What follows belongs to an exercise in optimizing a design on an open flow for small area, a short achievable clock period and few clock cycles; a production flow would make more cautious choices.
RTL that was checked went through simulation tests only; none was proved equivalent to the original.

==> flow/design.v (excerpt) <==
module dani_deframer (
    input  wire         clk,
    input  wire         rst,            
    input  wire         cfg_proto,      
    input  wire [3:0]   cfg_ctrl_hi,    
    input  wire [7:0]   cfg_sq_code,    
    input  wire [27:0]  cfg_rsplen,     
    input  wire         in_valid,
    input  wire [7:0]   in_data,
    output wire         in_ready,
    output wire         out_valid,
    input  wire         out_ready,
    output wire [4:0]   out_len,        
    output wire [143:0] out_frame,      
    output wire [15:0]  out_drops       
);
    localparam BUFN = 18;
    reg              proto_q;
    reg              pn_q;      
    reg [7:0]        sq_q;
    localparam [8*BUFN-1:0] INV = {{(8*BUFN-24){1'b1}}, 24'd0};
    reg [8*BUFN-1:0] bufs_q;
    wire [8*BUFN-1:0] buf_q = bufs_q ^ INV;
    reg [4:0]        cnt_q;     
    reg              in_rdy_q;  
    reg [15:0]       drops_q;   
    reg              drop_q;    
    reg              taken_q;   
    reg              chk_q;     
    reg              ok_q;      
    reg              ov_q;      
    reg [4:0]        skip_q;    
    reg              sof0_q;    
    reg [BUFN-1:4]   omn_q;     
    reg              hd_drop;   
    reg              hd_cand;   
    reg [3:0]        hd_v;      
    reg  [BUFN-1:4]  hd_lt;     
    integer j;
    always @(*)
        for (j = 4; j < BUFN; j = j + 1)
            hd_lt[j] = pn_q ? ({1'b0, hd_v} >= j - 4) : ({1'b0, hd_v} >= j - 3);
    integer i;
    function [5:0] hdr_dec;     
        input [7:0] x0, x1, x2;
        input [1:0] p;
        reg         start, hdr, plaus;
        reg  [3:0]  n;
        begin
            if (!proto_q) begin
                start = (x0 == 8'hAA);
                hdr   = (p >= 2'd2);
                plaus = (x1[7:4] == cfg_ctrl_hi) && (x1[3:0] != 4'd0) && (x1[3:0] <= 4'd9);
  ...
For scale: ~1,700 cells after synthesis, roughly 210 flip-flops, about 220 I/O pins, ~16,000 um2 of cells after synthesis.
==> flow/config.mk <==
export PLATFORM = sky130hd
export DESIGN_NAME = dani_deframer
export DESIGN_NICKNAME = dani_deframer
export VERILOG_FILES = /design/flow/design.v
export SDC_FILE = /design/flow/constraint.sdc
export NUM_CORES = 4
export LEC_CHECK = 0
export CAP_MARGIN = 20
export CELL_PAD_IN_SITES_DETAIL_PLACEMENT = 1
export CELL_PAD_IN_SITES_GLOBAL_PLACEMENT = 1
export CORE_MARGIN = 2
export CORE_UTILIZATION = 30
export PLACE_DENSITY = 0.5
export SLEW_MARGIN = 50
==> flow/constraint.sdc <==
create_clock -name core_clock -period 28.0 [get_ports {clk}]
set_input_delay 5.6000 -clock core_clock [delete_from_list [all_inputs] [get_ports {clk}]]
set_output_delay 5.6000 -clock core_clock [all_outputs]
set_load 0.01 [all_outputs]
standard.sh (not shown) runs the stock make flow with config.mk's settings and CLKGATE_MAP_FILE= SYNTH_SCRIPT=/design/flow/synth_recipe.tcl, a recipe that flattens the netlist after the stock synthesis.
==> flow/flow/run.sh <==
#!/bin/bash
# Standard layout, except that the port buffers are the small
# sky130_fd_sc_hd__buf_1 instead of the cell buffer_ports picks by itself.
set -euo pipefail
export BUFFER_PORTS_ARGS="-buffer_cell sky130_fd_sc_hd__buf_1"
bash standard.sh > standard.log 2>&1
Testbench counts at the start, summed over its fixed seeds: cycles 32,298.
Then changed:
- CELL_PAD_IN_SITES_DETAIL_PLACEMENT: 1 -> 2
- CELL_PAD_IN_SITES_GLOBAL_PLACEMENT: 1 -> 2
- CORE_UTILIZATION: 30 -> 38
- PLACE_DENSITY: 0.5 -> 0.55
Count of clock-buffer cells in the layout grows by 6.
Die area drops by about a fifth.
Final area shrinks slightly.
Setup slack is worse by 0.092 ns.
Core utilization rises by 8.4 points.
Area after synthesis does not change.
Global-route usage climbs by 7.5 points.

* * *

== run A ==
dani_deframer, a different RTL version from the one above (not shown whole).
For scale: roughly 1700 cells after synthesis, ~220 flip-flops, ~220 I/O pins, ~0.016 mm^2 of cells after synthesis.
==> flow/config.mk <==
export PLATFORM = sky130hd
export DESIGN_NAME = dani_deframer
export DESIGN_NICKNAME = dani_deframer
export VERILOG_FILES = /design/flow/design.v
export SDC_FILE = /design/flow/constraint.sdc
export NUM_CORES = 4
export LEC_CHECK = 0
export CAP_MARGIN = 20
export CELL_PAD_IN_SITES_DETAIL_PLACEMENT = 2
export CELL_PAD_IN_SITES_GLOBAL_PLACEMENT = 2
export CORE_MARGIN = 2
export CORE_UTILIZATION = 30
export CTS_CLUSTER_DIAMETER = 100
export CTS_CLUSTER_SIZE = 22
export PLACE_DENSITY = 0.5
export SLEW_MARGIN = 20
==> flow/constraint.sdc <==
create_clock -name core_clock -period 28.0 [get_ports {clk}]
set_input_delay 5.6000 -clock core_clock [delete_from_list [all_inputs] [get_ports {clk}]]
set_output_delay 5.6000 -clock core_clock [all_outputs]
set_load 0.01 [all_outputs]
Scripts as last shown in full above: flow/flow/run.sh
Relative to run A, the following input files were edited for run B:
- CTS_CLUSTER_SIZE: 22 -> unset
- CTS_CLUSTER_DIAMETER: 100 -> unset
## What came out
Every run in the comparison, run B and run A, completed the flow with a clean layout. In run B the global-route track usage on met2 turned out 0.40 points higher than in run A. Sort run B and run A by remaining max-slew budget at the tightest pin desc -> top: run B. Instance count along the most critical hold path: run A vs run B, no meaningful difference. [compare] base=run A new=run B: global-route wire length before repair shows an increase of about 0.9%, via count shows an increase of about 1.2%. Compared with run A, run B shows total of clock buffers placed in the layout higher by 18. Total CTS buffers: run B > run A.
Setup changes, run B to run C
- CAP_MARGIN: 20 -> 50
- SLEW_MARGIN: 20 -> 80
### Flow results
Delta (run C minus run B): final routed wirelength across all metal layers now larger; minimum clock period after layout now larger; worst-case setup margin in the final layout now smaller. Looking at cell with the largest stage delay on the worst path, the sky130_fd_sc_hd__or4b_2 result is from run B; the sky130_fd_sc_hd__clkdlybuf4s50_1 one comes from run C.
No functional check of the RTL was part of any run of this note.

## re-timing with driven ports
In the flow no input, the clock included, has a driving cell. The finished layouts below were timed again as built, in two steps. Step 1: set_driving_cell puts a clkbuf_16 on clk and a buf_2 on each other input, an assumption about the parent block. Step 2 also shifts input and output timing later by t, the mid clock arrival at the registers, as if the neighbouring blocks saw the same clock. Three values: no drivers, after step 1, after step 2; two values: the first two.
| run | t (ns) | setup slack, ns | worst slew at a driven data input, ns |
|---|---|---|---|
| the first run of note 1 | 0.611 | 20.809 / 20.748 / 20.448 | 0.04 |
| the second run of note 1 | 0.613 | 20.717 / 20.657 / 20.400 | 0.03 |
| run A | 0.577 | 19.819 / 19.839 / 19.262 | 0.04 |
| run B | 0.641 | 19.869 / 19.893 / 19.251 | 0.04 |
| run C | 0.633 | 19.616 / 19.658 / 19.024 | 0.04 |
After both steps every run listed still meets setup and hold. For run B, which loses most, drivers alone change the setup slack by +0.024 ns; drivers and shift together by -0.618 ns.
